This is an optimization exercise on Yosys and OpenROAD, whose aim is small area, a short achievable clock period and few clock cycles, not a production implementation. At most, simulation tests tie the RTL to the original design; equivalence was not proved. No functional check of the RTL was part of runs 1 to 3.

==> config.mk <==
export PLATFORM = sky130hd
export DESIGN_NAME = gbn_tx
export DESIGN_NICKNAME = gbn_tx
export VERILOG_FILES = /design/flow/design.v
export SDC_FILE = /design/flow/constraint.sdc
export NUM_CORES = 4
export LEC_CHECK = 0
export CAP_MARGIN = 20
export CORE_MARGIN = 2
export CORE_UTILIZATION = 40
export CTS_BUF_LIST = sky130_fd_sc_hd__clkbuf_4 sky130_fd_sc_hd__clkbuf_8
export SLEW_MARGIN = 20
==> constraint.sdc <==
create_clock -name core_clock -period 13.0 [get_ports {clk}]
set_input_delay 2.6000 -clock core_clock [delete_from_list [all_inputs] [get_ports {clk}]]
set_output_delay 2.6000 -clock core_clock [all_outputs]
set_load 0.01 [all_outputs]
==> design.v <==
module gbn_tx (
    input  wire         clk,
    input  wire         rst,           
    output wire         src_req,
    input  wire         src_valid,
    input  wire [15:0]  src_n,
    input  wire [63:0]  src_data,
    output wire         tx_valid,
    input  wire         tx_ready,
    output wire [15:0]  tx_len,
    output wire [127:0] tx_data,
    output wire         rx_req,
    input  wire         rx_valid,
    input  wire         rx_count,
    input  wire [15:0]  rx_len,
    input  wire [127:0] rx_data,
    output wire         tmr_req,
    input  wire         tmr_ack,
    output wire [1:0]   tmr_cmd,
    output wire [31:0]  tmr_arg,
    input  wire         tmr_expired,
    input  wire [1:0]   sta_addr,
    output reg  [31:0]  sta_data,
    output reg          trace_valid,
    output reg  [3:0]   trace_op,
    output wire         done,
    output wire         flt
);
    localparam integer W          = 8;
    localparam integer M          = 8;
    localparam [31:0]  TIMEOUT_MS = 32'd1000;
    localparam [3:0] OP_INIT = 4'h0, OP_LOOP = 4'h1, OP_SENTINEL = 4'h2,
                     OP_FILL_SKIP = 4'h3, OP_FILL_SEND = 4'h4, OP_FILL_EOF = 4'h5,
                     OP_RX_NONE = 4'h6, OP_RX_DISCARD = 4'h7, OP_ACK_STALE = 4'h8,
                     OP_ACK_AHEAD = 4'h9, OP_ACK_PARTIAL = 4'hA, OP_ACK_DRAIN = 4'hB,
                     OP_TMO_NONE = 4'hC, OP_TMO_SPURIOUS = 4'hD, OP_TMO_RETX = 4'hE;
    localparam [1:0] FC_SEQ_EXHAUSTED = 2'd1, FC_SRC_OVERRUN = 2'd2;
    localparam [3:0] S_SETDUR = 4'd0,  S_STOPI  = 4'd1,  S_SRC    = 4'd2,  S_TXN    = 4'd3,
                     S_FSTART = 4'd4,  S_RX     = 4'd5,  S_ACKC   = 4'd6,  S_TMO    = 4'd7,
                     S_RETX   = 4'd8,  S_RSTART = 4'd9,  S_SENT   = 4'd10, S_END    = 4'd11;
    localparam [1:0] TL_NONE = 2'd0, TL_LOOP = 2'd1, TL_LOOPSKIP = 2'd2, TL_SKIP = 2'd3;
    function [31:0] csa;            
        input [15:0] x, y, z;
        reg   [15:0] c;
        begin
            c   = (x & y) | (x & z) | (y & z);
            csa = {c[14:0], c[15], x ^ y ^ z};
        end
    endfunction
    function [15:0] eac_add;        
        input [15:0] a, b;
        reg   [15:0] p, g, gp, pp, gn, pn, c;
        integer i, k, j;
        begin
            p  = a ^ b;
            g  = a & b;
            gp = g;
            pp = p;
            for (k = 0; k < 4; k = k + 1) begin
                gn = gp;
                pn = pp;
                for (i = 0; i < 16; i = i + 1) begin
                    if ((i >> k) & 1) begin
                        j = ((i >> k) << k) - 1;
                        gn[i] = gp[i] | (pp[i] & gp[j]);
                        pn[i] = pp[i] & pp[j];
                    end
                end
                gp = gn;
                pp = pn;
            end
            c[0] = gp[15];
            for (i = 1; i < 16; i = i + 1)
                c[i] = gp[i-1] | (pp[i-1] & gp[15]);
            eac_add = p ^ c;
        end
    endfunction
    function [63:0] pmask;
        input [63:0] pay;
        input [3:0]  len;
        integer i;
        begin
            for (i = 0; i < M; i = i + 1)
                pmask[8*i +: 8] = (i < len) ? pay[8*i +: 8] : 8'd0;
        end
    endfunction
    function [63:0] pwords;
        input [63:0] pay;
        integer i;
        begin
            for (i = 0; i < M; i = i + 2) begin
                pwords[16*(i/2) + 8 +: 8] = pay[8*i     +: 8];
                pwords[16*(i/2)     +: 8] = pay[8*i + 8 +: 8];
            end
        end
    endfunction
    reg [3:0]   st;
    reg         go_r;          
    reg [15:0]  base;
    reg [15:0]  nxt;
    reg         all_sent;
    reg         all_acked;
    reg         tmr_on;
    reg [1:0]   fault_code;
    reg         done_r, flt_r;
    reg         drain_r;       
    reg [15:0]  txs;
    reg [63:0]  txp;
    reg [3:0]   txl;
    reg [15:0]  txck;
    reg [63:0]  slot_pay [0:W-1];
    reg [3:0]   slot_len [0:W-1];
    localparam integer QA = 3;
    localparam integer QD = 1 << QA;
    reg [5:0]   tq_mem [0:QD-1];
    reg [QA-1:0] tq_wp, tq_rp;
    reg [QA:0]  tq_cnt;
    reg [1:0]   tq_tail;
    assign src_req  = (st == S_SRC) && go_r;
    assign rx_req   = (st == S_RX)  && go_r;
    assign tx_valid = (st == S_TXN) || (st == S_RETX) || ((st == S_SENT) && go_r);
    assign tmr_req  = (st == S_SETDUR) || (st == S_FSTART) || (st == S_ACKC) ||
                      (((st == S_STOPI) || (st == S_TMO) || (st == S_RSTART)) && go_r);
    assign tmr_cmd  = (st == S_SETDUR) ? 2'd3 :
                      (st == S_STOPI)  ? 2'd2 :
                      (st == S_TMO)    ? 2'd0 :
                      (st == S_ACKC && drain_r) ? 2'd2 : 2'd1;
    assign tmr_arg  = (st == S_SETDUR) ? TIMEOUT_MS : 32'd0;
    assign tx_data  = {txp, 4'd0, txl, 8'd0, txck[7:0], txck[15:8], 16'd0, txs[7:0], txs[15:8]};
    assign tx_len   = {11'd0, txl[3], ~txl[3], txl[2:0]};
    assign done = done_r;
    assign flt  = flt_r;
    wire [1:0] top_state = !all_sent ? 2'd0 : (all_acked ? 2'd2 : 2'd1);
    always @(*) begin
        case (sta_addr)
            2'd0: sta_data = {M[15:0], W[15:0]};
            2'd1: sta_data = {nxt, base};
            2'd2: sta_data = {18'd0, flt_r ? OP_FILL_SEND : OP_SENTINEL, top_state, fault_code,
                              tmr_on, all_acked, all_sent, flt_r ? 3'd6 : 3'd5};
            default: sta_data = TIMEOUT_MS;
        endcase
    end
    wire [3:0] infl      = nxt[3:0] - base[3:0];    
    wire       win_empty = (infl == 4'd0);
    wire       room      = !infl[3];
    wire       room1     = (infl < 4'd7);            
    wire       fin       = all_sent && all_acked;
    wire       fill_ok   = !all_sent && room;
    wire [15:0] rx_seq  = {rx_data[7:0],   rx_data[15:8]};
    wire [15:0] rx_ack  = {rx_data[23:16], rx_data[31:24]};
    wire [15:0] rx_ck   = {rx_data[39:32], rx_data[47:40]};
    wire [15:0] rx_plen = {rx_data[55:48], rx_data[63:56]};
    wire rx_wellformed = (rx_len >= 16'd8) && (rx_plen <= M) &&
                         ({1'b0, rx_len} >= {1'b0, rx_plen} + 17'd8) && (rx_len <= 16'd16);
    wire [63:0] rx_pw = pwords(pmask(rx_data[127:64], rx_plen[3:0]));
    wire [31:0] r1 = csa(rx_seq, rx_ack, {12'd0, rx_plen[3:0]});
    wire [31:0] r2 = csa(rx_pw[15:0], rx_pw[31:16], rx_pw[47:32]);
    wire [31:0] r3 = csa(r1[15:0], r1[31:16], r2[15:0]);
    wire [31:0] r4 = csa(r3[15:0], r3[31:16], r2[31:16]);
    wire [31:0] r5 = csa(r4[15:0], r4[31:16], rx_pw[63:48]);
    wire [15:0] ra = r5[15:0], rb = r5[31:16], rk = ~rx_ck;
    wire [15:0] rg = (ra & rb) | ((ra | rb) & ~rk);
    wire        rx_sum_ok = ((ra ^ rb ^ rk) == {rg[14:0], rg[15]}) &&
                            !((rk == 16'd0) && ((ra | rb) != 16'd0));
    wire        rx_accepted = rx_wellformed && rx_sum_ok;
    wire ack_stale = (rx_ack < base);
    wire ack_ahead = (rx_ack >= nxt);
    wire [15:0] nxt_m1 = nxt - 16'd1;
    wire ack_drain = (rx_ack == nxt_m1);
    wire [15:0] txs_p1  = txs + 16'd1;
    wire [2:0]  rd_idx  = (st == S_TMO) ? base[2:0] : txs_p1[2:0];
    wire [15:0] rd_seq  = (st == S_TMO) ? base : txs_p1;
    wire        from_src = (st == S_SRC);
    wire [63:0] src_pay = pmask(src_data, src_n[3:0]);
    wire [63:0] f_pay   = from_src ? src_pay     : slot_pay[rd_idx];
    wire [3:0]  f_len   = from_src ? src_n[3:0]  : slot_len[rd_idx];
    wire [15:0] f_seq   = from_src ? nxt         : rd_seq;
    wire [63:0] f_pw = pwords(f_pay);
    wire [31:0] t1 = csa(f_seq, {12'd0, f_len}, f_pw[15:0]);
    wire [31:0] t2 = csa(f_pw[31:16], f_pw[47:32], f_pw[63:48]);
    wire [31:0] t3 = csa(t1[15:0], t1[31:16], t2[15:0]);
    wire [31:0] t4 = csa(t3[15:0], t3[31:16], t2[31:16]);
    wire [15:0] f_ck = ~eac_add(t4[15:0], t4[31:16]);
    reg        push;
    reg [5:0]  push_e;
    wire       pop      = (tq_tail == TL_NONE) && (tq_cnt != 0);
    wire [QA:0] cnt_next = tq_cnt + push - pop;
    wire [1:0] tail_next = (tq_tail != TL_NONE) ? ((tq_tail == TL_LOOPSKIP) ? TL_SKIP : TL_NONE) :
                           pop ? tq_mem[tq_rp][1:0] : TL_NONE;
    always @(*) begin
        push   = 1'b0;
        push_e = 6'd0;
        case (st)
            S_STOPI: if (go_r && tmr_ack) begin
                push = 1'b1; push_e = {OP_INIT, TL_LOOP};
            end
            S_SRC: if (go_r && src_valid) begin
                push = 1'b1;
                if (src_n == 16'd0)
                    push_e = {OP_FILL_EOF, TL_NONE};
                else if (src_n > M || nxt == 16'hFFFF)
                    push_e = {OP_FILL_SEND, TL_NONE};
                else
                    push_e = {OP_FILL_SEND, room1 ? TL_NONE : TL_SKIP};
            end
            S_RX: if (go_r && rx_valid) begin
                push = 1'b1;
                if (!rx_count)         push_e = {OP_RX_NONE, TL_NONE};
                else if (!rx_accepted) push_e = {OP_RX_DISCARD, TL_NONE};
                else if (ack_stale)    push_e = {OP_ACK_STALE, TL_NONE};
                else if (ack_ahead)    push_e = {OP_ACK_AHEAD, TL_NONE};
                else                   push_e = {ack_drain ? OP_ACK_DRAIN : OP_ACK_PARTIAL, TL_NONE};
            end
            S_TMO: if (go_r && tmr_ack) begin
                push = 1'b1;
                if (!tmr_expired || win_empty)
                    push_e = {tmr_expired ? OP_TMO_SPURIOUS : OP_TMO_NONE,
                              fin ? TL_NONE : fill_ok ? TL_LOOP : TL_LOOPSKIP};
                else
                    push_e = {OP_TMO_RETX, TL_NONE};
            end
            S_RSTART: if (go_r && tmr_ack) begin
                push = 1'b1; push_e = {OP_LOOP, fill_ok ? TL_NONE : TL_SKIP};
            end
            S_SENT: if (go_r && tx_ready) begin
                push = 1'b1; push_e = {OP_SENTINEL, TL_NONE};
            end
            default: ;
        endcase
    end
    always @(posedge clk) begin
        if (push) tq_mem[tq_wp] <= push_e;
    end
    always @(posedge clk) begin
        if (rst) begin
            tq_wp       <= 0;
            tq_rp       <= 0;
            tq_cnt      <= 0;
            tq_tail     <= TL_NONE;
            trace_valid <= 1'b0;
            trace_op    <= OP_INIT;
            go_r        <= 1'b0;
        end else begin
            if (push) tq_wp <= tq_wp + 1'b1;
            if (pop)  tq_rp <= tq_rp + 1'b1;
            tq_cnt  <= cnt_next;
            tq_tail <= tail_next;
            go_r    <= (cnt_next < QD);
            if (tq_tail != TL_NONE) begin
                trace_valid <= 1'b1;
                trace_op    <= (tq_tail == TL_SKIP) ? OP_FILL_SKIP : OP_LOOP;
            end else if (pop) begin
                trace_valid <= 1'b1;
                trace_op    <= tq_mem[tq_rp][5:2];
            end else begin
                trace_valid <= 1'b0;
            end
        end
    end
    always @(posedge clk) begin
        if (st == S_SRC && go_r && src_valid) begin
            slot_pay[nxt[2:0]] <= src_pay;
            slot_len[nxt[2:0]] <= src_n[3:0];
        end
    end
    always @(posedge clk) begin
        if ((st == S_SRC) || (st == S_TMO) || (st == S_RETX && tx_ready)) begin
            txp  <= f_pay;
            txl  <= f_len;
            txck <= f_ck;
            txs  <= f_seq;
            if (st == S_TMO && fin) begin
                txl  <= 4'd0;
                txck <= ~nxt;
                txs  <= nxt;
            end
        end
    end
    always @(posedge clk) begin
        if (rst) begin
            st          <= S_SETDUR;
            base        <= 16'd1;
            nxt         <= 16'd1;
            all_sent    <= 1'b0;
            all_acked   <= 1'b0;
            tmr_on      <= 1'b0;
            fault_code  <= 2'd0;
            done_r      <= 1'b0;
            flt_r       <= 1'b0;
            drain_r     <= 1'b0;
        end else begin
            case (st)
                S_SETDUR: if (tmr_ack) st <= S_STOPI;
                S_STOPI: if (go_r && tmr_ack) begin
                    tmr_on <= 1'b0;
                    st     <= S_SRC;
                end
                S_SRC: if (go_r && src_valid) begin
                    if (src_n == 16'd0) begin
                        all_sent <= 1'b1;
                        if (win_empty) all_acked <= 1'b1;
                        st <= S_RX;
                    end else if (src_n > M || nxt == 16'hFFFF) begin
                        fault_code <= (src_n > M) ? FC_SRC_OVERRUN : FC_SEQ_EXHAUSTED;
                        st <= S_END;
                    end else begin
                        st <= S_TXN;
                    end
                end
                S_TXN: if (tx_ready) begin
                    if (win_empty) begin
                        st <= S_FSTART;
                    end else begin
                        nxt <= nxt + 16'd1;
                        st  <= room1 ? S_SRC : S_RX;
                    end
                end
                S_FSTART: if (tmr_ack) begin
                    tmr_on <= 1'b1;
                    nxt    <= nxt + 16'd1;
                    st     <= S_SRC;
                end
                S_RX: if (go_r && rx_valid) begin
                    if (!rx_count) begin
                        st <= S_TMO;
                    end else if (rx_accepted && !ack_stale && !ack_ahead) begin
                        base    <= rx_ack + 16'd1;
                        drain_r <= ack_drain;
                        st      <= S_ACKC;
                    end
                end
                S_ACKC: if (tmr_ack) begin
                    if (drain_r) begin
                        tmr_on <= 1'b0;
                        if (all_sent) all_acked <= 1'b1;
                    end else begin
                        tmr_on <= 1'b1;
                    end
                    st <= S_RX;
                end
                S_TMO: if (go_r && tmr_ack) begin
                    if (!tmr_expired || win_empty)
                        st <= fin ? S_SENT : fill_ok ? S_SRC : S_RX;
                    else
                        st <= S_RETX;
                end
                S_RETX: if (tx_ready) begin
                    if (txs_p1 == nxt) st <= S_RSTART;
                end
                S_RSTART: if (go_r && tmr_ack) begin
                    tmr_on <= 1'b1;
                    st     <= fill_ok ? S_SRC : S_RX;
                end
                S_SENT: if (go_r && tx_ready) st <= S_END;
                default: begin    
                    if (cnt_next == 0 && tail_next == TL_NONE) begin
                        if (fault_code != 2'd0) flt_r  <= 1'b1;
                        else                    done_r <= 1'b1;
                    end
                end
            endcase
        end
    end
endmodule
==> flow/run.sh <==
#!/bin/bash
# Standard ORFS layout with a larger setup-repair margin and the smallest
# buffer on each port. Full tool output goes to standard.log in the work folder.
set -euo pipefail
bash standard.sh finish SETUP_SLACK_MARGIN=9 \
  "BUFFER_PORTS_ARGS=-buffer_cell sky130_fd_sc_hd__buf_1" > standard.log 2>&1
==> standard.sh <==
#!/bin/bash
# synth_recipe.tcl (not shown) runs the flow's synth.tcl, then flattens the netlist and writes it again
# the make line also repeats each setting of config.mk as NAME=value (left out here)
make -C /OpenROAD-flow-scripts/flow DESIGN_CONFIG=/design/flow/config.mk WORK_HOME=/design/flow/orfs CLKGATE_MAP_FILE= SYNTH_SCRIPT=/design/flow/synth_recipe.tcl "${@:-finish}"
==> qor.csv, run 1 <==
stage,metric,value,unit
status,status,timing/DRC/antenna clean,
yosys,async set-or-reset flop fraction in the synthesized netlist,0,
die,Die X,318.3,um
sta,WHS,486.0,ps
clocking,CTS tree,built,
grt,largest net degree at the start of global routing,88,
sta,"Hold Vio Cnt, Final",0,
critical_path,"delay-heaviest family, CP",adder cells,
yosys,share of the synthesized area in the top cell type,0.5260,
yosys,"flops & latches, synth",757,
die,Die ar.,101300,um2
route,TritonRoute pass-1 iters,6,
yosys,mapped cell area,39510,um2
yosys,synthesized area per cell,11.20,um2
grt,vias in the first global route,29180,
yosys,Post-synth EDFFs,692,
min_path,Hold Path Cell Cnt,2,
critical_path,WP data required,13430,ps
placed_design,Final Wtd Congestion,0.9517,
cells_and_area,Filler Cell Count,8692,
critical_path,Critical Path End Type,register,
cells_and_area,area delta synth->final,25.29,%
placed_design,DPL Wire Length,77800,um
clocking,CTS sink cnt,757,
sta,final critical-path setup slack,5683,ps
yosys,post-synth cell types,81,
clocking,clk slew on worst S/H paths,60,ps
critical_path,critical path type,in -> reg,
critical_path,Bufs and invs on worst path,10,
critical_path,R2R setup slack,6020,ps
grt,total global-route track usage,0.2529,
yosys,part of the Yosys area used for sequential elements,0.5589,
min_path,HP Start,trace_op[2],
clocking,clk root buf,clkbuf_8,
sta,max-slew violation count,0,
critical_path,Crit Path Max Fanout,8,
critical_path,"Slowest-stage cell, CP",fa_1,
die,Ports,455,
sta,Layout Skew,35.04,ps
yosys,ranking of synthesized cells by area,"edfxtp_1, nand2_1, fa_1",
route,Wirelength per Cell,24.05,um
cells_and_area,multi-input logic area,17870,um2
sta,final setup fails,0,
die,core region area,98130,um2
critical_path,startpoint types,primary input,
sta,RSZ-0062 raised after global routing,yes,
route,Routed Antenna Nets,0,
route,DRC viols,0,
yosys,Mapped Cells,3526,
cells_and_area,fraction of layout cells with a size suffix above 1,0.2302,
die,Initial Util,0.4026,
cells_and_area,Final Core Density,0.5044,
route,via count,30420,
critical_path,crit path DAT,7740,ps
cells_and_area,Seq. cell area,22100,um2
sta,worst slew pin tran,1055,ps
grt,initial antenna violation count,10,
sta,Post-Route Setup TNS,0,ps
yosys,commonest cells in the netlist,"nand2_1, edfxtp_1, inv_1",
grt,first-pass GRT wire length,190900,um
grt,grt ovf,0,
clocking,CTS hold repair buffers,0,
critical_path,Worst R2R Start,st[0],
yosys,leading area contributor after synthesis,edfxtp_1,
min_path,Worst Hold Class,reg -> reg,
route,DR iter-0 viols,2868,
placed_design,Place WS,3866,ps
critical_path,R2R Path End,txck[3],
yosys,most frequent cell after synthesis,nand2_1,
yosys,Ys Warns,1,
sta,period utilisation layout,0.5628,
critical_path,Critical Path Most Common Cell,fa_1,
clocking,Num CTS Buffers,131,
critical_path,cells on worst reg2reg path,27,
critical_path,CP max stage delay,600,ps
route,detailed-route vias per instance,5.554,
placed_design,Port-buffer cells,389,
min_path,end of the worst hold path,trace_op[2],
yosys,top_reg_cell synth,edfxtp_1,
placed_design,Placed Cells,5052,
clocking,CTS HTree Levels,4,
cells_and_area,Final Non-Filler Cells,5478,
die,Die Y,318.3,um
route,final wirelength,131800,um
sta,f_max,136.7,MHz
critical_path,worst-path cell chain,"buf_12, clkinv_16, buf_4, nand2_8, a21o_4, buf_4, nand2_1, fa_1, inv_1, fa_1, inv_1, fa_1, fa_1, fa_1, xnor2_1, nor4_1, nand4_1, nor4b_4, buf_4, buf_6, buf_6, buf_6, a21o_1, o211ai_1",
clocking,Max clock buf depth,3,
clocking,clock latency on the worst-skew pair,790,ps
cells_and_area,final net count,4585,
die,Rows,115,
sta,min Tclk post-route,7317,ps
run,MaxCap Viol Count,0,
sta,relative slew slack,0.2958,
[state kept, by name, summed over array words and instances (netlist names), 2 cells and up, named ones only]
register	cells
slot_pay	512
txp	64
tq_mem	48
slot_len	32
base	16
nxt	16
txck	16
txs	16
st	4
tq_cnt	4
trace_op	4
txl	4
tq_rp	3
tq_wp	3
fault_code	2
tq_tail	2
[routing by layer]
metal	global-route usage	vias up	part of all wire
met5	0	-	0.00041
met4	0.07888	8	0.028
met3	0.05399	249	0.094
met2	0.4015	1561	0.46
met1	0.3475	15100	0.41
li1	-	13510	-
[cell type report]
| type | instances | share of cell area |
|---|---|---|
| antenna | 3 | 0.0001517 |
| clock buffer | 180 | 0.04411 |
| clock inverter | 48 | 0.007609 |
| inverter | 206 | 0.01673 |
| multi-input combinational | 2381 | 0.3610 |
| sequential | 757 | 0.4465 |
| tap | 1287 | 0.03253 |
| timing repair buffer | 616 | 0.09143 |
[worst max-delay path by stage]
| stage | start | to | slack, ps | depth (start not counted) |
|---|---|---|---|---|
| 2_1_floorplan | rx_data[57] | drain_r | 5580 | 15 |
| 3_3_place_gp | rx_data[59] | drain_r | 4040 | 17 |
| 3_5_place_dp | rx_data[59] | drain_r | 3870 | 17 |
| 4_1_cts | rx_data[57] | drain_r | 5840 | 18 |
| 5_1_grt | rx_data[58] | tq_mem[1][3] | 5500 | 24 |
| 6_report | rx_data[58] | tq_mem[6][3] | 5680 | 24 |
[placed cells by master, fill, tap and decap left out, drive strengths merged, types with 17 or more instances in the layout]
master / netlist / final
and2: 92 / 92
a21o: 31 / 33
a211oi: 27 / 27
nand2: 776 / 776
nor3: 34 / 34
clkinv: 2 / 34
xor2: 31 / 31
a311oi: 69 / 69
and3: 87 / 87
ha: 119 / 119
nor2: 153 / 156
xnor2: 82 / 82
mux2i: 16 / 17
conb: 1 / 65
clkbuf: 151 / 206
nand3: 182 / 182
a31oi: 77 / 77
dfxtp: 65 / 65
edfxtp: 692 / 692
buf: 103 / 580
nor4: 21 / 21
inv: 204 / 208
nand4: 25 / 25
fa: 139 / 139
o21ai: 117 / 117
a21oi: 70 / 70
[worst min-delay path: cells and delay by family (launching register included)]
family / cells / cell delay [ps]
flops: 1 / 320
simple gates: 1 / 70
compound gates: 1 / 60
[what timing repair did]
item,in CTS,in global routing
setup buffers,101,72
endpoints found under the setup margin,670,272
pin swaps,119,117
cloned,21,1
hold endpoints to repair,0,0
gates resized for setup,414,187
[cell families (layout without fill, tap and decap cells)]
kind of cell               Yosys count  count (layout)  synth area share
DFF                                757             757            0.5589
other                                1              68        0.00009492
adders and majority gates          258             258            0.1081
and+or+nand+nor                   1422            1427            0.1617
xor gates and xnor gates           115             115           0.02619
buffers and inverters              460            1050           0.05080
AOI/OAI and AO/OA                  476             478           0.08067
muxes                               37              38           0.01346
[per-stage QoR]
| stage | cell area (um2) |
|---|---|
| after floorplan | 40680 |
| after global placement | 42800 |
| after detailed placement | 42800 |
| after CTS | 48180 |
| after global routing | 49490 |
| final | 49500 |
==> run 2: changes to the inputs <==
--- a/design.v
+++ b/design.v
@@ -107,7 +107,7 @@
     reg [15:0]  txs;
     reg [63:0]  txp;
     reg [3:0]   txl;
-    reg [15:0]  txck;
+    reg [31:0]  txcv;          
     reg [63:0]  slot_pay [0:W-1];
     reg [3:0]   slot_len [0:W-1];
     localparam integer QA = 3;
@@ -126,6 +126,7 @@
                       (st == S_TMO)    ? 2'd0 :
                       (st == S_ACKC && drain_r) ? 2'd2 : 2'd1;
     assign tmr_arg  = (st == S_SETDUR) ? TIMEOUT_MS : 32'd0;
+    wire [15:0] txck = ~eac_add(txcv[15:0], txcv[31:16]);
     assign tx_data  = {txp, 4'd0, txl, 8'd0, txck[7:0], txck[15:8], 16'd0, txs[7:0], txs[15:8]};
     assign tx_len   = {11'd0, txl[3], ~txl[3], txl[2:0]};
     assign done = done_r;
@@ -180,7 +181,6 @@
     wire [31:0] t2 = csa(f_pw[31:16], f_pw[47:32], f_pw[63:48]);
     wire [31:0] t3 = csa(t1[15:0], t1[31:16], t2[15:0]);
     wire [31:0] t4 = csa(t3[15:0], t3[31:16], t2[31:16]);
-    wire [15:0] f_ck = ~eac_add(t4[15:0], t4[31:16]);
     reg        push;
     reg [5:0]  push_e;
     wire       pop      = (tq_tail == TL_NONE) && (tq_cnt != 0);
@@ -267,11 +267,11 @@
         if ((st == S_SRC) || (st == S_TMO) || (st == S_RETX && tx_ready)) begin
             txp  <= f_pay;
             txl  <= f_len;
-            txck <= f_ck;
+            txcv <= t4;
             txs  <= f_seq;
             if (st == S_TMO && fin) begin
                 txl  <= 4'd0;
-                txck <= ~nxt;
+                txcv <= {16'd0, nxt};
                 txs  <= nxt;
             end
         end
==> run 2 against run 1 <==
  * First-iteration DRC count grew 3.8%
  * Synthesized cell count grew 1.7%
  * Critical endpoint is now base[13]
  * Non-clock buffer count grew 96
  * Final cell count grew 4.2%
  * Highest routed layer unchanged
  * Setup slack gained 180 ps
  * Register-to-register slack gained 2200 ps
  * Global-route usage shrank 0.091 points
  * Core utilization grew 0.98 points
==> qor.csv, run 2 <==
stage,metric,value,unit,change
status,status,timing/DRC/antenna clean,,
die,Die X,322.4,um,+1.3%
sta,Layout Skew,54.39,ps,+19.35 ps
yosys,mapped cell area,40540,um2,+2.6%
yosys,share of the synthesized area in the top cell type,0.5244,,-0.001606
clocking,CTS HTree Levels,4,,unchanged
clocking,CTS tree,built,,
sta,RSZ-0062 raised after global routing,yes,,
clocking,clk root buf,clkbuf_8,,
critical_path,startpoint types,primary input,,
route,final wirelength,134000,um,+1.7%
yosys,"flops & latches, synth",773,,+2.1%
clocking,clk slew on worst S/H paths,60,ps,about the same
critical_path,crit path from,rx_data[58],,
critical_path,end point of the critical path,base[13],,
critical_path,R2R Path End,txcv[3],,
critical_path,critical path type,in -> reg,,
cells_and_area,fraction of layout cells with a size suffix above 1,0.2682,,+0.03799
die,Die ar.,103900,um2,+2.6%
yosys,ranking of synthesized cells by area,"edfxtp_1, nand2_1, fa_1",,
clocking,CTS sink cnt,773,,+2.1%
grt,first-pass GRT wire length,192800,um,+0.99%
sta,final setup fails,0,,unchanged
critical_path,"Slowest-stage cell, CP",fa_1,,
critical_path,worst-path cell chain,"buf_8, clkinvlp_4, o21ai_4, buf_6, buf_4, nand2_1, fa_1, fa_1, fa_1, fa_1, fa_1, xor2_1, nand4_1, nor2_1, nand4_1, a31oi_4, buf_12, nand4_4, buf_12, nor2_1, a211oi_2",,
grt,vias in the first global route,29860,,+2.3%
placed_design,Final Wtd Congestion,0.9421,,-1.0%
min_path,Worst Hold Class,reg -> reg,,
die,Die Y,322.4,um,+1.3%
cells_and_area,Filler Cell Count,8742,,+0.58%
yosys,most frequent cell after synthesis,nand2_1,,
critical_path,CP max stage delay,550,ps,-50 ps
yosys,async set-or-reset flop fraction in the synthesized netlist,0,,unchanged
route,DRC viols,0,,unchanged
sta,worst slew pin tran,1123,ps,+67.91 ps
critical_path,Critical Path Most Common Cell,fa_1,,
sta,max-slew violation count,0,,unchanged
yosys,part of the Yosys area used for sequential elements,0.5565,,-0.002449
clocking,Max clock buf depth,3,,unchanged
sta,Post-Route Setup TNS,0,ps,unchanged
route,TritonRoute pass-1 iters,5,,-1
sta,relative slew slack,0.2513,,-0.04452
die,Rows,116,,+0.87%
run,MaxCap Viol Count,0,,unchanged
yosys,top_reg_cell synth,edfxtp_1,,
die,Initial Util,0.4043,,+0.001673
cells_and_area,most frequent cells in the layout,"nand2_1, edfxtp_1, buf_1",,
clocking,Num CTS Buffers,137,,+4.6%
placed_design,Placed Cells,5181,,+2.6%
yosys,Mapped Cells,3587,,+1.7%
yosys,commonest cells in the netlist,"nand2_1, edfxtp_1, inv_1",,
sta,"Hold Vio Cnt, Final",0,,unchanged
critical_path,WP data required,13670,ps,+240 ps
placed_design,DPL Wire Length,80240,um,+3.1%
critical_path,crit path DAT,7800,ps,+60 ps
placed_design,Port-buffer cells,389,,unchanged
route,DR iter-0 viols,2977,,+3.8%
route,via count,31040,,+2.0%
sta,WHS,480.2,ps,-5.837 ps
route,Wirelength per Cell,23.48,um,-2.4%
cells_and_area,Final Non-Filler Cells,5707,,+4.2%
die,Ports,455,,unchanged
yosys,Post-synth EDFFs,708,,+2.3%
cells_and_area,area delta synth->final,27.18,%,
critical_path,Critical Path End Type,register,,
critical_path,R2R setup slack,8170,ps,+2150 ps
cells_and_area,number of flip-flops in the largest register,512,,unchanged
yosys,synthesized area per cell,11.30,um2,+0.88%
yosys,Ys Warns,1,,unchanged
yosys,post-synth cell types,88,,+8.6%
sta,min Tclk post-route,7135,ps,-182.3 ps
clocking,clock latency on the worst-skew pair,840,ps,+50 ps
grt,total global-route track usage,0.2519,,-0.0009110
critical_path,Crit Path Max Fanout,6,,-2
critical_path,Worst R2R Start,st[3],,
route,detailed-route vias per instance,5.439,,-2.1%
grt,grt ovf,0,,unchanged
die,core region area,100300,um2,+2.2%
grt,largest net degree at the start of global routing,151,,+72%
sta,period utilisation layout,0.5488,,-0.01402
cells_and_area,final net count,4739,,+3.4%
grt,initial antenna violation count,5,,-5
sta,f_max,140.2,MHz,+2.6%
min_path,HP Start,tq_rp[1],,
critical_path,cells on worst reg2reg path,17,,-37%
clocking,CTS hold repair buffers,0,,unchanged
route,Routed Antenna Nets,0,,unchanged
yosys,leading area contributor after synthesis,edfxtp_1,,
cells_and_area,"commonest non-fill, non-tap cell in the layout",nand2_1,,
## run 2: changes by cell type after synthesis, moves of 15 or more
cell | before | now
clkbuf_1 | 151 | 86
o21ai_0 | 44 | 67
xor2_1 | 31 | 58
xnor2_1 | 82 | 60
edfxtp_1 | 692 | 708
and2_1 | 91 | 106
a211oi_1 | 27 | 5
buf_2 | 2 | 74
a21oi_1 | 70 | 89
## run 2: per-stage QoR
step                instance area [um2]    util  setup slack [ps]
floorplan                         41300       -              5517
global placement                  43400  0.4327              3301
detailed placement                43400  0.4328              3195
CTS                               49920  0.4977              5973
global route                      51560  0.5141              5692
finish                            51560  0.5141              5865
## run 2: per-layer routing
metal  up-vias  routed length, um  global-route usage
li1      13890                  -                   -
met5         -                 40                   0
met4         6               4222             0.08910
met3       254              11190             0.05105
met2      1448              63290              0.4052
met1     15440              55260              0.3391
## run 2: worst max-delay path: cells and delay by family
| family | cells | cell delay (ps) |
|---|---|---|
| AO/OA/AOI/OAI | 3 | 570 |
| buffers and inverters | 6 | 940 |
| AND/OR/NAND/NOR | 6 | 860 |
| XOR/XNOR | 1 | 240 |
| adder cells (fa/ha/maj) | 5 | 2560 |
## run 2: logic make-up after synthesis
logic type      after synthesis  share of synthesized area
compound gates              484                    0.08018
xor+xnor                    122                    0.02771
fa+ha+maj                   258                     0.1054
buf+inv                     466                    0.05360
flops                       773                     0.5565
mux                          35                    0.01284
other cells                   1                 0.00009249
simple gates               1448                     0.1637
## run 2: layout make-up
cell class	count	area, um2	area share
tap	1357	1698	0.03293
clock buffer	181	2228	0.04322
timing repair buffer	712	5298	0.1027
inverter	202	774.5	0.01502
clock inverter	59	435.4	0.008444
multi-input combinational	2421	18550	0.3597
antenna	2	5.005	0.00009706
sequential	773	22580	0.4379
## run 2: how the worst min path moves through the flow
stage                     cells after the start       end
after CTS                                     2    done_r
after detailed placement                      2    done_r
after global routing                          2  register
after global placement                        2    done_r
final                                         2  tq_rp[1]
after floorplan                               2  register
## run 2: what timing repair did
action	4_1_cts	5_1_grt
gates resized for setup	595	253
endpoints found under the setup margin	745	329
pin swaps	115	142
gates cloned	13	4
buffers inserted	173	93
hold endpoints to repair	0	0
==> run 3: changes to the inputs <==
==> run.sh (new file) <==
#!/bin/bash
# synth_recipe.tcl (not shown) runs the flow's synth.tcl, then flattens the netlist and writes it again
# the make line also repeats each setting of config.mk as NAME=value (left out here)
make -C /OpenROAD-flow-scripts/flow DESIGN_CONFIG=/design/flow/config.mk WORK_HOME=/design/flow/orfs CLKGATE_MAP_FILE= SYNTH_SCRIPT=/design/flow/synth_recipe.tcl finish
--- a/config.mk
+++ b/config.mk
@@ -9,4 +9,5 @@
 export CORE_MARGIN = 2
 export CORE_UTILIZATION = 40
 export CTS_BUF_LIST = sky130_fd_sc_hd__clkbuf_4 sky130_fd_sc_hd__clkbuf_8
+export SETUP_SLACK_MARGIN = 5
 export SLEW_MARGIN = 20
removed: flow/run.sh
removed: standard.sh
==> run 3 against run 2 <==
  * Critical path depth shrank 3
  * Area after synthesis stayed put
  * Hold slack worse by 9.7 ps
  * Non-clock buffer count is 279 lower
  * Sequential share of layout area is 2.9 points higher
  * Wire length decreased by 8.0%
  * Synthesized cell count is the same
  * First-iteration DRC count decreased by 16%
  * Design area shrank 6.3%
==> qor.csv, run 3 <==
stage,metric,value,unit,change
status,status,timing/DRC/antenna clean,,
grt,largest net degree at the start of global routing,179,,+19%
yosys,Simple-Gate Fraction of Synth Area,0.1637,,unchanged
yosys,Post-Synth Adder-Cell Area,0.1054,,unchanged
clocking,clock latency on the worst-skew pair,810,ps,-30 ps
clocking,CTS HTree Levels,4,,unchanged
sta,final setup fails,0,,unchanged
sta,max-slew violation count,0,,unchanged
yosys,Mapped Cells,3587,,unchanged
clocking,CTS tree,built,,
sta,Layout Skew,60.48,ps,+6.087 ps
cells_and_area,multi-input logic area,16290,um2,-12%
cells_and_area,"Design Area, Final",48310,um2,-6.3%
grt,GRT busiest layer,met2,,
grt,vias in the first global route,28020,,-6.1%
grt,met3 Usage GRT,0.04043,,-0.01061
route,via count,28850,,-7.1%
placed_design,Port-buffer cells,389,,unchanged
yosys,mapped cell area,40540,um2,unchanged
yosys,synthesized area per cell,11.30,um2,unchanged
die,Die Y,322.4,um,unchanged
sta,worst slew pin tran,1161,ps,+38.13 ps
yosys,Post-synth EDFFs,708,,unchanged
route,DRC viols,0,,unchanged
cells_and_area,most frequent cells in the layout,"nand2_1, edfxtp_1, clkdlybuf4s50_1",,
placed_design,DPL Wire Length,79280,um,-1.2%
clocking,CTS hold repair buffers,0,,unchanged
yosys,post-synthesis mux area share,0.01284,,unchanged
route,Wirelength per Cell,22.74,um,-3.1%
cells_and_area,number of flip-flops in the largest register,512,,unchanged
critical_path,Critical Path End Type,register,,
yosys,Ys Warns,1,,unchanged
cells_and_area,Filler Cell Count,9112,,+4.2%
die,Die X,322.4,um,unchanged
cells_and_area,fraction of layout cells with a size suffix above 1,0.08744,,-0.1807
cells_and_area,Final Non-Filler Cells,5421,,-5.0%
die,Rows,116,,unchanged
grt,M2 GR Usage,0.3898,,-0.01539
yosys,part of the Yosys area used for sequential elements,0.5565,,unchanged
route,TritonRoute pass-1 iters,6,,+1
critical_path,startpoint types,primary input,,
yosys,largest family of logic cells by synthesized area,simple AND/OR/NAND/NOR gates,,
sta,"Hold Vio Cnt, Final",0,,unchanged
critical_path,Crit Path Max Fanout,9,,+3
sta,relative slew slack,0.2259,,-0.02542
yosys,most frequent cell after synthesis,nand2_1,,
cells_and_area,Seq. cell area,22560,um2,about the same
critical_path,critical path type,in -> reg,,
critical_path,crit path DAT,8290,ps,+490 ps
min_path,Worst Hold Class,reg -> reg,,
clocking,Num CTS Buffers,136,,-0.73%
clocking,CTS sink cnt,773,,unchanged
yosys,async set-or-reset flop fraction in the synthesized netlist,0,,unchanged
yosys,Synth Area in Compound Gates,0.08018,,unchanged
sta,period utilisation layout,0.5979,,+0.04911
yosys,top_reg_cell synth,edfxtp_1,,
run,MaxCap Viol Count,0,,unchanged
placed_design,Final Wtd Congestion,0.9539,,+1.3%
grt,initial antenna violation count,10,,+5
yosys,leading area contributor after synthesis,edfxtp_1,,
yosys,ranking of synthesized cells by area,"edfxtp_1, nand2_1, fa_1",,
sta,RSZ-0062 raised after global routing,no,,
die,core region area,100300,um2,unchanged
grt,first-pass GRT wire length,181200,um,-6.0%
placed_design,Placement Cell Area,45430,um2,+4.7%
die,Initial Util,0.4043,,unchanged
grt,met1 Use GR,0.3160,,-0.02309
sta,Post-Route Setup TNS,0,ps,unchanged
grt,grt ovf,0,,unchanged
route,final wirelength,123300,um,-8.0%
route,DR iter-0 viols,2513,,-16%
route,detailed-route vias per instance,5.322,,-2.1%
route,Routed Antenna Nets,0,,unchanged
grt,total global-route track usage,0.2357,,-0.01621
die,Die ar.,103900,um2,unchanged
yosys,post-synth cell types,88,,unchanged
cells_and_area,area delta synth->final,19.15,%,
critical_path,WP data required,13520,ps,-150 ps
clocking,clk root buf,clkbuf_8,,
die,Ports,455,,unchanged
sta,min Tclk post-route,7773,ps,+638.4 ps
yosys,commonest cells in the netlist,"nand2_1, edfxtp_1, inv_1",,
clocking,clk slew on worst S/H paths,50,ps,about the same
yosys,Synth Area in XOR/XNOR,0.02771,,unchanged
clocking,Max clock buf depth,3,,unchanged
sta,f_max,128.7,MHz,-8.2%
cells_and_area,"commonest non-fill, non-tap cell in the layout",nand2_1,,
yosys,share of the synthesized area in the top cell type,0.5244,,unchanged
placed_design,Placed Cells,5166,,-0.29%
yosys,"flops & latches, synth",773,,unchanged
cells_and_area,final net count,4451,,-6.1%
-- run 3: worst max-delay path, cell delays in order --
cell and delay [ps]:
clkdlybuf4s50_1 480, inv_2 160, nand3_4 140, or2_2 400, nand2_1 130, fa_1 410, fa_1 470, fa_1 530
fa_1 610, fa_1 440, xnor2_1 150, or4_1 440, nor3_1 200, nand4_1 220, a31oi_4 230, buf_12 160
a21oi_1 90, or3_4 430
-- run 3: through the flow --
step                  util  worst slack (ps)  hold WS, ps
floorplan                -              4918        454.1
global placement    0.4529              2967        458.0
detailed placement  0.4530              2779        464.3
CTS                 0.4804              5052        474.9
global route        0.4817              5016        492.0
finish              0.4817              5227        470.5
-- run 3: repair_timing --
item	in CTS	in global routing
setup buffers	1	9
endpoints found under the setup margin	52	44
pin swaps	1	2
gates cloned	1	0
resized for setup	10	10
-- run 3: cell families (layout without fill, tap and decap cells) --
family | Yosys count | count (layout)
buf+inv | 466 | 874
other cells | 1 | 69
simple gates | 1448 | 1449
mux | 35 | 35
fa+ha+maj | 258 | 258
flops | 773 | 773
compound gates | 484 | 484
xor+xnor | 122 | 122
-- run 3: per-layer routing --
metal | routed length, um | share of wire | up-vias
li1 | - | - | 13310
met2 | 59370 | 0.48 | 1143
met3 | 8559 | 0.069 | 208
met1 | 51980 | 0.42 | 14190
met4 | 3353 | 0.027 | 4
met5 | 25 | 0.00020 | -
-- run 3: cell type report --
cell class / count / share of cell area
Clock buffer: 182 / 0.04603
Clock inverter: 57 / 0.009324
Inverter: 202 / 0.01580
Antenna cell: 4 / 0.0002072
Tap cell: 1357 / 0.03515
Multi-Input combinational cell: 2413 / 0.3372
Timing Repair Buffer: 433 / 0.08926
Sequential cell: 773 / 0.4671
-- run 3: worst paths after layout --
kind,start,end,slack [ps],cells after the start
setup / recovery,rx_data[57],tq_mem[7][4],5230,18
hold / removal,trace_op[0],trace_op[0],470,2
setup reg to reg,st[0],txcv[11],6540,17
hold reg to reg,trace_op[0],trace_op[0],470,2
==> run 4: changes to the inputs <==
--- a/design.v
+++ b/design.v
@@ -104,10 +104,11 @@
     reg [1:0]   fault_code;
     reg         done_r, flt_r;
     reg         drain_r;       
+    reg [15:0]  ack_r;         
     reg [15:0]  txs;
     reg [63:0]  txp;
     reg [3:0]   txl;
-    reg [31:0]  txcv;          
+    reg [15:0]  txck;
     reg [63:0]  slot_pay [0:W-1];
     reg [3:0]   slot_len [0:W-1];
     localparam integer QA = 3;
@@ -126,7 +127,6 @@
                       (st == S_TMO)    ? 2'd0 :
                       (st == S_ACKC && drain_r) ? 2'd2 : 2'd1;
     assign tmr_arg  = (st == S_SETDUR) ? TIMEOUT_MS : 32'd0;
-    wire [15:0] txck = ~eac_add(txcv[15:0], txcv[31:16]);
     assign tx_data  = {txp, 4'd0, txl, 8'd0, txck[7:0], txck[15:8], 16'd0, txs[7:0], txs[15:8]};
     assign tx_len   = {11'd0, txl[3], ~txl[3], txl[2:0]};
     assign done = done_r;
@@ -181,6 +181,7 @@
     wire [31:0] t2 = csa(f_pw[31:16], f_pw[47:32], f_pw[63:48]);
     wire [31:0] t3 = csa(t1[15:0], t1[31:16], t2[15:0]);
     wire [31:0] t4 = csa(t3[15:0], t3[31:16], t2[31:16]);
+    wire [15:0] f_ck = ~eac_add(t4[15:0], t4[31:16]);
     reg        push;
     reg [5:0]  push_e;
     wire       pop      = (tq_tail == TL_NONE) && (tq_cnt != 0);
@@ -267,16 +268,19 @@
         if ((st == S_SRC) || (st == S_TMO) || (st == S_RETX && tx_ready)) begin
             txp  <= f_pay;
             txl  <= f_len;
-            txcv <= t4;
+            txck <= f_ck;
             txs  <= f_seq;
             if (st == S_TMO && fin) begin
                 txl  <= 4'd0;
-                txcv <= {16'd0, nxt};
+                txck <= ~nxt;
                 txs  <= nxt;
             end
         end
     end
     always @(posedge clk) begin
+        if (st == S_RX) ack_r <= rx_ack;
+    end
+    always @(posedge clk) begin
         if (rst) begin
             st          <= S_SETDUR;
             base        <= 16'd1;
@@ -324,12 +328,13 @@
                     if (!rx_count) begin
                         st <= S_TMO;
                     end else if (rx_accepted && !ack_stale && !ack_ahead) begin
-                        base    <= rx_ack + 16'd1;
-                        drain_r <= ack_drain;
                         st      <= S_ACKC;
                     end
+                    drain_r <= ack_drain;
                 end
-                S_ACKC: if (tmr_ack) begin
+                S_ACKC: begin
+                  base <= ack_r + 16'd1;
+                  if (tmr_ack) begin
                     if (drain_r) begin
                         tmr_on <= 1'b0;
                         if (all_sent) all_acked <= 1'b1;
@@ -337,6 +342,7 @@
                         tmr_on <= 1'b1;
                     end
                     st <= S_RX;
+                  end
                 end
                 S_TMO: if (go_r && tmr_ack) begin
                     if (!tmr_expired || win_empty)
==> flow/run.sh (new file) <==
#!/bin/bash
# Standard ORFS layout with a larger setup-repair margin and the smallest
# buffer on each port. Full tool output goes to standard.log in the work folder.
set -euo pipefail
bash standard.sh finish SETUP_SLACK_MARGIN=9 \
  "BUFFER_PORTS_ARGS=-buffer_cell sky130_fd_sc_hd__buf_1" > standard.log 2>&1
==> standard.sh (new file) <==
#!/bin/bash
# synth_recipe.tcl (not shown) runs the flow's synth.tcl, then flattens the netlist and writes it again
# the make line also repeats each setting of config.mk as NAME=value (left out here)
make -C /OpenROAD-flow-scripts/flow DESIGN_CONFIG=/design/flow/config.mk WORK_HOME=/design/flow/orfs CLKGATE_MAP_FILE= SYNTH_SCRIPT=/design/flow/synth_recipe.tcl "${@:-finish}"
--- a/config.mk
+++ b/config.mk
@@ -9,5 +9,4 @@
 export CORE_MARGIN = 2
 export CORE_UTILIZATION = 40
 export CTS_BUF_LIST = sky130_fd_sc_hd__clkbuf_4 sky130_fd_sc_hd__clkbuf_8
-export SETUP_SLACK_MARGIN = 5
 export SLEW_MARGIN = 20
removed: run.sh
==> run 4 against run 3 <==
  * First-iteration DRC count rose by 32%
  * Hold slack got worse by 1.2 ps
  * Final cell count rose by 1.9%
  * Design area rose by 3.8%
  * Synthesized cell count fell by 0.64%
  * Die area fell by 0.69%
  * Wire length rose by 9.9%
  * Critical path type unchanged
  * Highest routed layer unchanged
==> qor.csv, run 4 <==
stage,metric,value,unit,change
placed_design,Port-buffer cells,389,,unchanged
route,Routed Antenna Nets,0,,unchanged
die,Ports,455,,unchanged
die,Die Y,321.3,um,-0.34%
route,via count,30530,,+5.8%
clocking,CTS tree,built,,
route,Wirelength per Cell,24.53,um,+7.9%
grt,largest net degree at the start of global routing,101,,-44%
clocking,Max clock buf depth,3,,unchanged
grt,first-pass GRT wire length,193400,um,+6.7%
grt,total global-route track usage,0.2567,,+0.02100
yosys,share of the synthesized area in the top cell type,0.5281,,+0.003683
sta,Post-Route Setup TNS,0,ps,unchanged
status,status,timing/DRC/antenna clean,,
sta,max-slew violation count,0,,unchanged
die,Rows,116,,unchanged
sta,"Hold Vio Cnt, Final",0,,unchanged
sta,relative slew slack,0.2637,,+0.03785
yosys,async set-or-reset flop fraction in the synthesized netlist,0,,unchanged
route,DR iter-0 viols,3324,,+32%
cells_and_area,Filler Cell Count,8798,,-3.4%
die,Initial Util,0.4026,,-0.001654
clocking,clock latency on the worst-skew pair,840,ps,+30 ps
cells_and_area,Final Core Density,0.5014,,+0.01977
cells_and_area,fraction of layout cells with a size suffix above 1,0.2285,,+0.1410
yosys,synthesized area per cell,11.30,um2,about the same
route,final wirelength,135500,um,+9.9%
clocking,clk root buf,clkbuf_8,,
placed_design,Placed Cells,5096,,-1.4%
yosys,part of the Yosys area used for sequential elements,0.5604,,+0.003908
critical_path,startpoint types,primary input,,
sta,Layout Skew,54.01,ps,-6.476 ps
sta,f_max,145.2,MHz,+13%
min_path,Worst Hold Class,reg -> reg,,
yosys,Mapped Cells,3564,,-0.64%
grt,grt ovf,0,,unchanged
clocking,clk slew on worst S/H paths,60,ps,about the same
grt,initial antenna violation count,9,,-1
yosys,"flops & latches, synth",773,,unchanged
yosys,most frequent cell after synthesis,nand2_1,,
cells_and_area,"commonest non-fill, non-tap cell in the layout",nand2_1,,
cells_and_area,final net count,4614,,+3.7%
placed_design,Final Wtd Congestion,0.9316,,-2.3%
critical_path,Crit Path Max Fanout,5,,-4
clocking,Num CTS Buffers,133,,-2.2%
yosys,mapped cell area,40260,um2,-0.70%
yosys,Post-synth EDFFs,708,,unchanged
route,detailed-route vias per instance,5.525,,+3.8%
critical_path,crit path DAT,7610,ps,-680 ps
yosys,ranking of synthesized cells by area,"edfxtp_1, nand2_1, fa_1",,
yosys,leading area contributor after synthesis,edfxtp_1,,
cells_and_area,most frequent cells in the layout,"nand2_1, edfxtp_1, buf_1",,
placed_design,DPL Wire Length,78770,um,-0.64%
route,TritonRoute pass-1 iters,6,,unchanged
sta,period utilisation layout,0.5299,,-0.06799
sta,RSZ-0062 raised after global routing,yes,,
critical_path,WP data required,13720,ps,+200 ps
cells_and_area,Final Non-Filler Cells,5525,,+1.9%
cells_and_area,number of flip-flops in the largest register,512,,unchanged
die,Die X,321.3,um,-0.34%
yosys,commonest cells in the netlist,"nand2_1, edfxtp_1, inv_1",,
die,Die ar.,103200,um2,-0.69%
cells_and_area,area delta synth->final,24.54,%,
critical_path,critical path type,in -> reg,,
route,DRC viols,0,,unchanged
die,core region area,100000,um2,-0.29%
yosys,post-synth cell types,89,,+1.1%
run,MaxCap Viol Count,0,,unchanged
yosys,top_reg_cell synth,edfxtp_1,,
grt,vias in the first global route,29210,,+4.2%
sta,worst slew pin tran,1104,ps,-56.77 ps
sta,final setup fails,0,,unchanged
clocking,CTS sink cnt,773,,unchanged
clocking,CTS HTree Levels,4,,unchanged
critical_path,Critical Path End Type,register,,
sta,min Tclk post-route,6889,ps,-883.9 ps
yosys,Ys Warns,1,,unchanged
[run 4: through the flow]
stage	setup slack [ps]	area (um2)	hold slack, ps
6_report	6111	50140	469.3
2_1_floorplan	5770	41400	434.3
3_5_place_dp	4395	43460	460.3
5_1_grt	5935	50140	482.2
4_1_cts	6181	48790	468.5
3_3_place_gp	4570	43460	449.7
[run 4: cells by family (layout without fill, tap and decap cells)]
family / count (synthesis) / in the layout / synth area share
AND/OR/NAND/NOR: 1435 / 1438 / 0.1612
flip-flops: 773 / 773 / 0.5604
AO/OA/AOI/OAI: 478 / 483 / 0.08108
buffers and inverters: 466 / 1054 / 0.05271
adder cells (fa/ha/maj): 258 / 258 / 0.1061
XOR/XNOR: 118 / 118 / 0.02567
multiplexers: 35 / 35 / 0.01274
other: 1 / 68 / 0.00009314
[run 4: area by class of cell]
type                            instances  area [um2]  share of cell area
Antenna cell                            3       7.507           0.0001497
Clock buffer                          174        2176             0.04339
Clock inverter                         63       455.4            0.009083
Inverter                              206       804.5             0.01604
Multi-Input combinational cell       2397       17870              0.3564
Sequential cell                       773       22570              0.4502
Tap cell                             1298        1624             0.03239
Timing Repair Buffer                  611        4628             0.09230
[run 4: timing repair]
action,CTS,global route
pin swaps,114,131
setup endpoints to repair,513,486
buffers inserted,90,70
cloned,25,3
gates resized for setup,392,209
hold buffers,0,0
[run 4: final timing paths]
path	from	to	slack (ps)	depth (start not counted)
setup / recovery	rx_data[59]	st[1]	6110	22
hold / removal	tmr_on	tmr_on	470	2
setup reg to reg	st[3]	txck[14]	6290	28
hold reg to reg	tmr_on	tmr_on	470	2
[run 4: worst max-delay path, stage by stage]
cell and delay, ps:
clkbuf_2 90, buf_6 130, clkinv_8 60, nand3_4 80, buf_4 150, buf_4 150, nand2_1 80, fa_1 450
fa_1 490, fa_1 550, fa_2 470, fa_1 600, xor2_2 200, nand4_1 150, nor4_2 270, nand3_2 140
a21oi_4 250, buf_4 170, buf_6 100, a21oi_4 60, nor2_4 140, o221a_1 220
[run 4: per-layer routing]
metal / wire length, um / global-route usage / vias to the layer above
met5: 38 / 0 / -
li1: - / - / 13600
met2: 63000 / 0.4039 / 1497
met3: 13010 / 0.07335 / 276
met4: 5136 / 0.1017 / 6
met1: 54360 / 0.3349 / 15140
Testbench counts of run 4, summed over its fixed seeds: cycles 47,037.
==> run 5: changes to the inputs <==
==> flow/run.sh (replaced) <==
#!/bin/bash
# Standard ORFS layout with a larger setup-repair margin and the smallest
# buffer on each port. Full tool output goes to standard.log in the work folder.
set -euo pipefail
bash standard.sh finish SETUP_SLACK_MARGIN=7 \
  "BUFFER_PORTS_ARGS=-buffer_cell sky130_fd_sc_hd__buf_1" > standard.log 2>&1
--- a/config.mk
+++ b/config.mk
@@ -7,6 +7,6 @@
 export LEC_CHECK = 0
 export CAP_MARGIN = 20
 export CORE_MARGIN = 2
-export CORE_UTILIZATION = 40
+export CORE_UTILIZATION = 55
 export CTS_BUF_LIST = sky130_fd_sc_hd__clkbuf_4 sky130_fd_sc_hd__clkbuf_8
 export SLEW_MARGIN = 20
==> run 5 against run 4 <==
  * Design area shrank 4.8%
  * Clock skew shrank 9.2 ps
  * Core utilization increased by 16 points
  * Final cell count decreased by 7.2%
  * Sequential cell count unchanged
  * First-iteration DRC count is 3.3% lower
  * Hold slack better by 7.7 ps
  * Fmax shrank 1.9%
  * Wire length fell by 5.6%
  * Via count shrank 0.71%
==> qor.csv, run 5 <==
stage,metric,value,unit,change
cells_and_area,area delta synth->final,18.56,%,
route,DRC viols,0,,unchanged
critical_path,crit path DAT,7520,ps,-90 ps
critical_path,CP max stage delay,540,ps,-60 ps
sta,max-slew violation count,0,,unchanged
yosys,Post-synth EDFFs,708,,unchanged
die,Die X,274.6,um,-15%
sta,Layout Skew,44.77,ps,-9.232 ps
route,final wirelength,128000,um,-5.6%
route,via count,30310,,-0.71%
route,detailed-route vias per instance,5.913,,+7.0%
cells_and_area,Filler Cell Count,5699,,-35%
critical_path,startpoint types,primary input,,
yosys,"flops & latches, synth",773,,unchanged
min_path,HP Start,trace_op[0],,
cells_and_area,final net count,4558,,-1.2%
min_path,Worst Hold Class,reg -> reg,,
sta,RSZ-0062 raised after global routing,yes,,
yosys,leading area contributor after synthesis,edfxtp_1,,
clocking,clock latency on the worst-skew pair,810,ps,-30 ps
critical_path,critical path type,in -> reg,,
sta,period utilisation layout,0.5402,,+0.01023
clocking,Num CTS Buffers,133,,unchanged
clocking,CTS HTree Levels,4,,unchanged
die,Initial Util,0.5537,,+0.1511
cells_and_area,most frequent cells in the layout,"nand2_1, edfxtp_1, buf_1",,
critical_path,Critical Path Most Common Cell,fa_1,,
critical_path,"Slowest-stage cell, CP",fa_1,,
yosys,top_reg_cell synth,edfxtp_1,,
die,core region area,72710,um2,-27%
yosys,part of the Yosys area used for sequential elements,0.5604,,unchanged
yosys,Mapped Cells,3564,,unchanged
sta,relative slew slack,0.2477,,-0.01605
die,Die ar.,75380,um2,-27%
critical_path,cells on worst reg2reg path,25,,-11%
critical_path,Crit Path Max Fanout,6,,+1
route,DR iter-0 viols,3215,,-3.3%
status,status,timing/DRC/antenna clean,,
sta,f_max,142.4,MHz,-1.9%
yosys,ranking of synthesized cells by area,"edfxtp_1, nand2_1, fa_1",,
clocking,CTS sink cnt,773,,unchanged
yosys,mapped cell area,40260,um2,unchanged
critical_path,R2R Path End,txck[7],,
yosys,post-synth cell types,89,,unchanged
grt,first-pass GRT wire length,185200,um,-4.2%
sta,"Hold Vio Cnt, Final",0,,unchanged
die,Die Y,274.6,um,-15%
die,Rows,99,,-15%
yosys,synthesized area per cell,11.30,um2,unchanged
yosys,most frequent cell after synthesis,nand2_1,,
route,Routed Antenna Nets,0,,unchanged
grt,grt ovf,0,,unchanged
min_path,Hold Path Cell Cnt,2,,unchanged
critical_path,"delay-heaviest family, CP",adder cells,,
critical_path,Critical Path End Type,register,,
sta,min Tclk post-route,7022,ps,+133.0 ps
grt,vias in the first global route,29340,,+0.45%
run,MaxCap Viol Count,0,,unchanged
clocking,clk slew on worst S/H paths,60,ps,about the same
critical_path,Bufs and invs on worst path,5,,-2
clocking,clk root buf,clkbuf_8,,
cells_and_area,"commonest non-fill, non-tap cell in the layout",nand2_1,,
clocking,CTS hold repair buffers,0,,unchanged
sta,final setup fails,0,,unchanged
min_path,end of the worst hold path,trace_op[0],,
critical_path,Worst R2R Start,st[3],,
grt,largest net degree at the start of global routing,152,,+50%
die,Ports,455,,unchanged
yosys,async set-or-reset flop fraction in the synthesized netlist,0,,unchanged
sta,worst slew pin tran,1128,ps,+24.07 ps
critical_path,worst-path cell chain,"buf_12, buf_12, or2_4, a21o_4, buf_6, and2_4, nand2_2, o21ai_4, fa_1, fa_1, inv_1, fa_1, inv_2, ha_4, and3_4, and2_4, a221oi_4, a211oi_2, o31a_1, a311oi_2, o21ba_1, xnor2_1, mux2i_1",,
yosys,commonest cells in the netlist,"nand2_1, edfxtp_1, inv_1",,
yosys,Ys Warns,1,,unchanged
clocking,Max clock buf depth,3,,unchanged
cells_and_area,fraction of layout cells with a size suffix above 1,0.1754,,-0.05306
sta,Post-Route Setup TNS,0,ps,unchanged
critical_path,WP data required,13500,ps,-220 ps
critical_path,R2R setup slack,6100,ps,-190 ps
route,Wirelength per Cell,24.97,um,+1.8%
yosys,share of the synthesized area in the top cell type,0.5281,,unchanged
placed_design,DPL Wire Length,77090,um,-2.1%
cells_and_area,number of flip-flops in the largest register,512,,unchanged
grt,total global-route track usage,0.3339,,+0.07720
placed_design,Port-buffer cells,389,,unchanged
grt,initial antenna violation count,8,,-1
placed_design,Final Wtd Congestion,0.9996,,+7.3%
route,TritonRoute pass-1 iters,6,,unchanged
clocking,CTS tree,built,,
run 5: worst max path at each step:
stage,from,to,slack (ps),cells after the start
2_1_floorplan,src_n[3],txck[7],5770,21
3_3_place_gp,src_n[1],txck[7],4420,21
3_5_place_dp,src_n[1],txck[7],4250,21
4_1_cts,src_n[3],txck[7],6070,22
5_1_grt,src_n[3],txck[7],5890,21
6_report,src_n[3],txck[7],5980,23
run 5: cell type report:
type,instances,area [um2],share of cell area
tap,959,1200,0.02514
multi-input combinational,2394,17140,0.3592
timing repair buffer,558,3446,0.07219
clock inverter,46,329.1,0.006894
inverter,206,797.0,0.01670
antenna,5,12.51,0.0002621
sequential,773,22570,0.4729
clock buffer,185,2233,0.04679
run 5: routing by layer:
metal | vias to the layer above | GRT usage | share of wire
met2 | 1552 | 0.5412 | 0.48
met4 | 2 | 0.1367 | 0.035
li1 | 13490 | - | -
met5 | - | 0 | 0.00010
met3 | 250 | 0.05542 | 0.082
met1 | 15010 | 0.4513 | 0.40
run 5: worst register-to-register path: cells and delay by family, from the launching register on:
| kind | cells | cell delay (ps) |
|---|---|---|
| XOR/XNOR | 1 | 130 |
| AO/OA/AOI/OAI | 9 | 2310 |
| adder cells (fa/ha/maj) | 4 | 1750 |
| buffers and inverters | 5 | 1040 |
| flip-flops | 1 | 300 |
| AND/OR/NAND/NOR | 5 | 1010 |
| multiplexers | 1 | 90 |
run 5: logic make-up (layout without fill, tap and decap cells):
kind of cell             after synthesis  after routing  synth area share
other                                  1             70        0.00009314
AO/OA/AOI/OAI                        478            482           0.08108
flip-flops                           773            773            0.5604
adder cells (fa/ha/maj)              258            258            0.1061
buffers and inverters                466            995           0.05271
AND/OR/NAND/NOR                     1435           1436            0.1612
XOR/XNOR                             118            118           0.02567
multiplexers                          35             35           0.01274
run 5: stage by stage:
step	hold slack, ps	area [um2]	setup WS, ps	instances	utilization
after detailed placement	462.6	42650	4252	4759	0.5866
final	477.0	47730	5978	5126	0.6565
after CTS	471.6	46750	6070	5078	0.6430
after global placement	459.0	42630	4421	4758	0.5863
after global routing	509.0	47730	5888	5126	0.6565
after floorplan	434.3	40870	5770	3628	-
run 5: repair_timing:
action / in CTS / in global routing
gates cloned: 11 / 4
resized for setup: 205 / 168
pin swaps: 107 / 90
endpoints found under the setup margin: 78 / 77
buffers inserted: 77 / 39

## afterwards: timing with drivers on the ports
In the flow no input, the clock included, has a driving cell. The finished layouts below were timed again as built, in two steps. Step 1 (the two cells are an assumption about what drives the block):
set clk [get_ports {clk}]
set_driving_cell -lib_cell sky130_fd_sc_hd__clkbuf_16 $clk
set_driving_cell -lib_cell sky130_fd_sc_hd__buf_2 [delete_from_list [all_inputs] $clk]
Step 2 times the ports against the registers' clock, not the clock port: input delays grow and output delays shrink by t, the midpoint of the rising clock arrivals with the driver on. Slacks: no drivers / after step 1 / after step 2; pairs: no drivers / after step 1.
run | t, ns | setup WS [ns] | worst setup path after step 2 | clock arrival spread, ns | slew at the worst register clock pin (ns)
run 1 | 0.849 | 5.683 / 5.670 / 4.821 | input to register | 0.047 / 0.047 | 0.08 / 0.08
run 2 | 0.878 | 5.865 / 5.879 / 5.001 | input to register | 0.060 / 0.060 | 0.07 / 0.07
run 3 | 0.857 | 5.227 / 5.266 / 4.409 | input to register | 0.068 / 0.068 | 0.07 / 0.07
run 4 | 0.870 | 6.111 / 6.134 / 5.264 | input to register | 0.064 / 0.064 | 0.07 / 0.07
run 5 | 0.857 | 5.978 / 6.000 / 5.142 | input to register | 0.048 / 0.047 | 0.07 / 0.07
After both steps setup and hold are still met in every run listed. For run 2, which loses most, drivers alone change the setup slack by +0.014 ns; drivers and shift together by -0.864 ns.
